Context: an optimization exercise on an open-source flow, tuned for small area and few clock cycles. The choices shown serve that exercise and are no tape-out recipe. Where RTL was checked, it was by simulation tests only, not by an equivalence proof against the original. Power figures rest on the tool's default switching activity, not on a simulated workload.

==> pepper <==
// ups_q1
module ups_q1 (
    input  wire        clk,
    input  wire        rst,
    input  wire        t_valid,
    input  wire [31:0] t_req,
    input  wire        t_byte_valid,
    input  wire [7:0]  t_byte,
    output wire        t_ready,
    input  wire        h_valid,
    input  wire [31:0] h_req,
    output wire        h_ready,
    output reg         h_resp_valid,
    output reg  [3:0]  h_resp_status,
    output reg  [31:0] h_resp_data,
    output reg         tx_valid,
    output reg  [2:0]  tx_len,
    output reg  [55:0] tx_bytes,
    output reg         evt_valid,
    output reg  [3:0]  evt_code,
    output reg  [31:0] evt_info
);
    localparam [31:0] PARAMS_WORD = 32'h0001_4040;
    localparam [1:0] ACC_IDLE   = 2'd0;
    localparam [1:0] ACC_STATUS = 2'd1;
    localparam [1:0] ACC_RATING = 2'd2;
    localparam [3:0] E_INVALID_ARG = 4'd1;
    localparam [3:0] E_UNEXPECTED  = 4'd2;
    localparam [3:0] E_OVERLAP     = 4'd3;
    localparam [3:0] E_DECODE      = 4'd4;
    localparam [3:0] E_ILLEGAL     = 4'd5;
    localparam [3:0] EV_DECODED    = 4'd8;
    localparam [1:0] P_DEC  = 2'd0;
  ...
Settings: LEC_CHECK=0, CAP_MARGIN=20, CORE_MARGIN=2, CORE_UTILIZATION=40, SLEW_MARGIN=20; clock period 12.0 ns.
run.sh (not shown) runs the stock make flow with config.mk's settings and CLKGATE_MAP_FILE= SYNTH_SCRIPT=/design/flow/synth_recipe.tcl, a recipe that flattens the netlist after the stock synthesis.
==> onyx (differences from pepper) <==
--- a/flow/design.v
+++ b/flow/design.v
@@ -58,14 +58,15 @@
     reg [7:0]  rem;         
     reg [3:0]  pos;         
     reg        c_disc;      
     reg        c_app;       
     reg        c_perr;      
     reg        c_term;      
     reg        ev_v, ev_dec, ev_kind;
+    reg        cpend;
     wire [3:0] h_op  = h_req[31:28];
     wire [3:0] h_sel = h_req[27:24];
     wire [7:0] h_n   = h_req[7:0];
     wire [7:0] h_m   = h_req[15:8];
     wire [7:0] h_idx = h_req[7:0];
     wire h_is_cmd   = (h_op == 4'h2) && (h_req[23:16] == 8'd0) &&
                       ((((h_sel <= 4'd3) || (h_sel == 4'd6)) && h_n == 8'd0 && h_m == 8'd0) ||
@@ -159,15 +160,15 @@
         endcase
     end
     wire h_cmd_ok = h_is_cmd && !cmd_fail;
     wire h_ok     = h_cmd_ok || h_is_close || rd_ok;
     wire h_evt    = !h_ok;
     wire h_rd01   = h_idx[7:1] == 7'd0;
     wire in_pay = (rem != 8'd0);
-    assign h_ready = !in_pay || h_cmd_ok || (rd_ok && !h_rd01);
+    assign h_ready = !cpend && (!in_pay || h_cmd_ok || (rd_ok && !h_rd01));
     assign t_ready = in_pay || !(h_valid && h_evt);
     wire h_fire  = h_valid && h_ready;
     wire tw_fire = t_valid && !in_pay && !(h_valid && h_evt);
     wire tb_fire = t_byte_valid && in_pay;
     wire [7:0] tw_len   = t_req[7:0];
     wire       tw_legal = (t_req[31:28] == 4'h1) && (t_req[27:8] == 20'd0) && (tw_len <= 8'd64);
     always @* begin
@@ -195,95 +196,94 @@
     wire       b_app    = cls ? (!idle && !b_marker) : c_app;
     wire       b_term   = c_term || (b_app && (pos == 4'd7) && (t_byte == 8'h00));
     wire       b_decode = b_app && b_term;
     wire       kind = acc_state[1];
     wire [5:0] off  = frame_len[5:0];
     wire       low  = (frame_len[15:6] == 10'd0);
     reg        f_in, f_first, f_last;
-    reg [2:0]  f_idx;
     reg [1:0]  f_type;
+    reg [4:0]  f_sep;
     always @* begin
-        f_in = 1'b0; f_first = 1'b0; f_last = 1'b0; f_idx = 3'd0; f_type = P_DEC;
+        f_in = 1'b0; f_first = 1'b0; f_last = 1'b0; f_type = P_DEC; f_sep = 5'd0;
         if (!kind) begin
             if (off >= 6'd1 && off <= 6'd5) begin
-                f_in = 1'b1; f_idx = 3'd0; f_first = (off == 6'd1); f_last = (off == 6'd5);
+                f_in = 1'b1; f_first = (off == 6'd1); f_last = (off == 6'd5);
             end else if (off >= 6'd7 && off <= 6'd11) begin
-                f_in = 1'b1; f_idx = 3'd1; f_first = (off == 6'd7); f_last = (off == 6'd11);
+                f_in = 1'b1; f_first = (off == 6'd7); f_last = (off == 6'd11);
             end else if (off >= 6'd13 && off <= 6'd17) begin
-                f_in = 1'b1; f_idx = 3'd2; f_first = (off == 6'd13); f_last = (off == 6'd17);
+                f_in = 1'b1; f_first = (off == 6'd13); f_last = (off == 6'd17);
             end else if (off >= 6'd19 && off <= 6'd21) begin
-                f_in = 1'b1; f_idx = 3'd3; f_first = (off == 6'd19); f_last = (off == 6'd21);
+                f_in = 1'b1; f_first = (off == 6'd19); f_last = (off == 6'd21);
                 f_type = P_PCT;
             end else if (off >= 6'd23 && off <= 6'd26) begin
-                f_in = 1'b1; f_idx = 3'd4; f_first = (off == 6'd23); f_last = (off == 6'd26);
+                f_in = 1'b1; f_first = (off == 6'd23); f_last = (off == 6'd26);
             end else if (off >= 6'd28 && off <= 6'd31) begin
-                f_in = 1'b1; f_idx = 3'd5; f_first = (off == 6'd28); f_last = (off == 6'd31);
+                f_in = 1'b1; f_first = (off == 6'd28); f_last = (off == 6'd31);
             end else if (off >= 6'd38 && off <= 6'd45) begin
-                f_in = 1'b1; f_idx = 3'd6; f_first = (off == 6'd38); f_last = (off == 6'd45);
+                f_in = 1'b1; f_first = (off == 6'd38); f_last = (off == 6'd45);
                 f_type = P_FLAG;
             end
+            f_sep = {off == 6'd27, off == 6'd22, off == 6'd18, off == 6'd12, off == 6'd6};
         end else begin
             if (off >= 6'd1 && off <= 6'd5) begin
-                f_in = 1'b1; f_idx = 3'd0; f_first = (off == 6'd1); f_last = (off == 6'd5);
+                f_in = 1'b1; f_first = (off == 6'd1); f_last = (off == 6'd5);
             end else if (off >= 6'd7 && off <= 6'd9) begin
-                f_in = 1'b1; f_idx = 3'd1; f_first = (off == 6'd7); f_last = (off == 6'd9);
+                f_in = 1'b1; f_first = (off == 6'd7); f_last = (off == 6'd9);
                 f_type = P_PCT;
             end else if (off >= 6'd11 && off <= 6'd15) begin
-                f_in = 1'b1; f_idx = 3'd2; f_first = (off == 6'd11); f_last = (off == 6'd15);
+                f_in = 1'b1; f_first = (off == 6'd11); f_last = (off == 6'd15);
             end else if (off >= 6'd17 && off <= 6'd21) begin
-                f_in = 1'b1; f_idx = 3'd3; f_first = (off == 6'd17); f_last = (off == 6'd21);
+                f_in = 1'b1; f_first = (off == 6'd17); f_last = (off == 6'd21);
             end
+            f_sep = {2'b00, off == 6'd16, off == 6'd10, off == 6'd6};
         end
-        f_in = f_in && low;
+        f_in  = f_in && low;
+        f_sep = f_sep & {5{low}};
     end
     wire [7:0] c      = t_byte;
     wire       c_dig  = (c >= 8'h30) && (c <= 8'h39);
     wire       c_sp   = (c == 8'h20);
     wire       c_pad  = c_sp || (c == 8'h0D) || (c == 8'h00);
     wire       c_pt   = (c == 8'h2E);
     wire       c_bit  = (c[7:1] == 7'h18);
-    wire [16:0] m0 = f_first ? 17'd0 : p_mant;
-    wire [2:0]  s0 = f_first ? 3'd0  : p_scale;
+    wire [13:0] m0   = f_first ? 14'd0 : p_mant[13:0];    
+    wire [3:0]  dd   = c_dig ? c[3:0] : 4'd0;
+    wire [16:0] m_d  = {{1'b0, m0, 2'd0} + {3'd0, m0} + {14'd0, dd[3:1]}, dd[0]};
+    wire [2:0]  s_d  = (f_first ? 3'd0 : p_scale) + {2'd0, c_dig && p_dot && !f_first};
+    wire        m_we = f_in && (f_type != P_FLAG) && (f_first || c_dig);
     wire        pd0 = !f_first && p_pad;
     wire        dt0 = !f_first && p_dot;
     wire        dg0 = !f_first && p_dig;
     wire        bd0 = !f_first && p_bad;
-    reg [16:0] m1;
-    reg [2:0]  s1;
     reg        pd1, dt1, dg1, bd1;
     always @* begin
-        m1 = m0; s1 = s0; pd1 = pd0; dt1 = dt0; dg1 = dg0; bd1 = bd0;
+        pd1 = pd0; dt1 = dt0; dg1 = dg0; bd1 = bd0;
         if (f_type == P_FLAG) begin
             dg1 = 1'b1;
             bd1 = bd0 || !c_bit;
         end else if (pd0 || dt0 || dg0 || bd0 || !c_sp) begin
             if (c_pad) begin
                 pd1 = 1'b1;
             end else begin
                 if (pd0) bd1 = 1'b1;
                 if (c_dig) begin
-                    m1  = {m0[13:0], 3'd0} + {m0[15:0], 1'b0} + {13'd0, c[3:0]};
                     dg1 = 1'b1;
-                    s1  = s0 + {2'd0, dt0};
                 end else if (c_pt && !dt0 && f_type == P_DEC) begin
                     dt1 = 1'b1;
                 end else begin
                     bd1 = 1'b1;
                 end
             end
         end
     end
     wire f_ok = dg1 && !bd1;
     wire [2:0] fdone_n = (f_in && f_last && !badf && f_ok) ? fdone + 3'd1 : fdone;
     wire       badf_n  = badf || (f_in && f_last && !f_ok);
     wire [2:0] nfields = kind ? 3'd4 : 3'd7;
     wire       dec_ok  = !badf_n && (fdone_n == nfields);
-    wire [16:0] fin_mant  = f_in ? m1 : p_mant;
-    wire [7:0]  fin_flags = (f_in && f_type == P_FLAG) ? {sg6[6:0], c[0]} : sg6;
-    wire [2:0]  fin_scale = f_in ? s1 : p_scale;
     always @(posedge clk) begin
         if (tw_fire) begin
             pos    <= 4'd0;
             c_disc <= !tw_legal;
             c_app  <= 1'b0;
             c_perr <= !tw_legal;
             c_term <= 1'b0;
@@ -294,37 +294,33 @@
             c_perr <= c_perr || b_unexp || b_ovl;
             c_term <= b_term;
         end
         if (tb_fire && !b_disc) begin
             if (b_start) begin
                 fdone <= 3'd0;
                 badf  <= 1'b0;
-            end else if (f_in) begin
-                if (f_type == P_FLAG) begin
-                    sg6 <= fin_flags;
-                end else begin
-                    p_mant  <= m1;
-                    p_scale <= s1;
+            end else begin
+                if (f_in) begin
+                    p_pad <= pd1;
+                    p_dot <= dt1;
+                    p_dig <= dg1;
+                    p_bad <= bd1;
+                    fdone <= fdone_n;
+                    badf  <= badf_n;
+                    if (f_type == P_FLAG) sg6 <= {sg6[6:0], c[0]};
                 end
-                p_pad     <= pd1;
-                p_dot     <= dt1;
-                p_dig     <= dg1;
-                p_bad     <= bd1;
-                fdone     <= fdone_n;
-                badf      <= badf_n;
-                if (f_last) begin
-                    case (f_idx)
-                        3'd0: sg0 <= {s1, m1};
-                        3'd1: sg1 <= {s1, m1};
-                        3'd2: sg2 <= {s1, m1};
-                        3'd3: sg3 <= m1[9:0];
-                        3'd4: sg4 <= {s1[1:0], m1[13:0]};
-                        default: ;
-                    endcase
+                if (m_we) begin
+                    p_mant  <= m_d;
+                    p_scale <= s_d;
                 end
+                if (f_sep[0]) sg0 <= {p_scale, p_mant};
+                if (f_sep[1]) sg1 <= {p_scale, p_mant};
+                if (f_sep[2]) sg2 <= {p_scale, p_mant};
+                if (f_sep[3]) sg3 <= p_mant[9:0];
+                if (f_sep[4]) sg4 <= {p_scale[1:0], p_mant[13:0]};
             end
         end
     end
     wire h_err    = h_fire && h_evt;                         
     wire tw_err   = tw_fire && !tw_legal;                    
     wire tw_evt   = tw_err && (tw_len == 8'd0);
     wire tb_end   = tb_fire && b_last;                       
@@ -357,44 +353,46 @@
     end
     always @(posedge clk) begin
         if (le_we) le_p <= le_d;
         if (h_err || tw_evt || tb_evt || dec) begin
             ev_dec  <= dec && dec_ok;
             ev_kind <= kind;
         end
-        if (commit && !kind) begin
+        if (cpend && !ev_kind) begin
             st_in_v       <= sg0;
             st_in_fault_v <= sg1;
             st_out_v      <= sg2;
             st_out_i      <= sg3;
             st_in_f       <= sg4;
             st_batt_v     <= {p_scale[1:0], p_mant[13:0]};
-            st_flags      <= fin_flags;
+            st_flags      <= sg6;
         end
-        if (commit && kind) begin
+        if (cpend && ev_kind) begin
             rt_v      <= sg0;
             rt_i      <= sg1[9:0];
             rt_batt_v <= sg2;
-            rt_f      <= {fin_scale, fin_mant};
+            rt_f      <= {p_scale, p_mant};
         end
     end
     always @(posedge clk) begin
         if (rst) begin
             acc_state  <= ACC_IDLE;
             frame_len  <= 16'd0;
             ovf        <= 1'b0;
             st_written <= 1'b0;
             rt_written <= 1'b0;
             stat_seq   <= 16'd0;
             rate_seq   <= 16'd0;
             le_code    <= 3'd0;
             rem        <= 8'd0;
             ev_v       <= 1'b0;
+            cpend      <= 1'b0;
         end else begin
             ev_v <= h_err || tw_evt || tb_evt || dec;
+            cpend <= commit;
             if (le_we) le_code <= le_c;
             if (tw_fire) rem <= tw_len;
             else if (tb_fire) rem <= rem - 8'd1;
             if (frm_clr) begin
                 acc_state <= ACC_IDLE;
                 frame_len <= 16'd0;
                 ovf       <= 1'b0;
@@ -404,18 +402,18 @@
                     frame_len <= 16'd1;
                     ovf       <= 1'b0;
                 end else begin
                     if (!low) ovf <= 1'b1;
                     if (frame_len != 16'hFFFF) frame_len <= frame_len + 16'd1;
                 end
             end
-            if (commit && !kind) begin
+            if (cpend && !ev_kind) begin
                 st_written <= 1'b1;
                 stat_seq   <= stat_seq + 16'd1;
             end
-            if (commit && kind) begin
+            if (cpend && ev_kind) begin
                 rt_written <= 1'b1;
                 rate_seq   <= rate_seq + 16'd1;
             end
         end
     end
 endmodule
CORE_UTILIZATION = 55   (was 40)
CTS_BUF_LIST = sky130_fd_sc_hd__clkbuf_16   (was default)
CTS_CLUSTER_DIAMETER = 60   (was default)
CTS_CLUSTER_SIZE = 30   (was default)
==> comparison table <==
Outcome: onyx no timing/DRC/antenna violations; pepper no timing/DRC/antenna violations
Row cnt: onyx 66; pepper 79
Die outline height: onyx 187 um; pepper 222 um
DP HPWL: onyx 34600 um; pepper 39800 um
Non-Clock Inverter Count: onyx 47; pepper 55
FF-to-FF End: onyx p_mant[16]; pepper sg2[16]
Area share of the largest cell type after synthesis: onyx 51.4%; pepper 49.5%
Multi-input gate area: onyx 6780 um^2; pepper 7460 um^2
Final core occ: onyx 65.4%; pepper 48.6%
Number of nets in the layout: onyx 1830; pepper 1934
Global Route Usage Sum: onyx 27.8%; pepper 22.6%
Adder-Cell Fraction of Synth Area: onyx 3.09%; pepper 3.04%
Number of DRC markers in iteration 0: onyx 1648; pepper 1677
Fmax: onyx 112 MHz; pepper 102 MHz
Register-to-register setup slack: onyx 5800 ps; pepper 5310 ps
Switching power total: onyx 1.03 mW; pepper 1.13 mW
Data arrival time of the critical path: onyx 6490 ps; pepper 7450 ps
Post-layout worst setup margin: onyx 3110 ps; pepper 2150 ps
Multi-input gate share of total cell area: onyx 31.7%; pepper 32.8%
Testbench counts of pepper, summed over its fixed seeds: cycles 9,304.
Only the layout flow was run in onyx; the RTL was not checked for function there.

-- re-timing with driven ports --
The flow's constraints put no driver on any port. The routed layouts listed below were extracted and timed again, unchanged, in two steps.
Step 1 (the two cells are an assumption about what drives the block):
set clk [get_ports {clk}]
set_driving_cell -lib_cell sky130_fd_sc_hd__clkbuf_16 $clk
set_driving_cell -lib_cell sky130_fd_sc_hd__buf_2 [delete_from_list [all_inputs] $clk]
Step 2 adds t to the input delays and takes it off the output delays; t is the mean of the earliest and latest rising clock arrival at the registers after step 1. Input paths then give back, and output paths get back, about the clock's delay inside the block.
a / b / c = ideal ports / drivers / drivers and shift; a / b = the first two.
run	t (ns)	slack for setup (ns)	hold slack, ns	worst setup path at the end
pepper	0.613	2.148 / 2.124 / 2.124	0.409 / 0.409 / 0.409	input to output
onyx	0.608	3.109 / 3.086 / 3.086	0.411 / 0.411 / 0.411	input to output
After both steps every run listed still meets setup and hold. For pepper, which loses most, drivers alone change the setup slack by -0.024 ns; drivers and shift together by -0.024 ns.
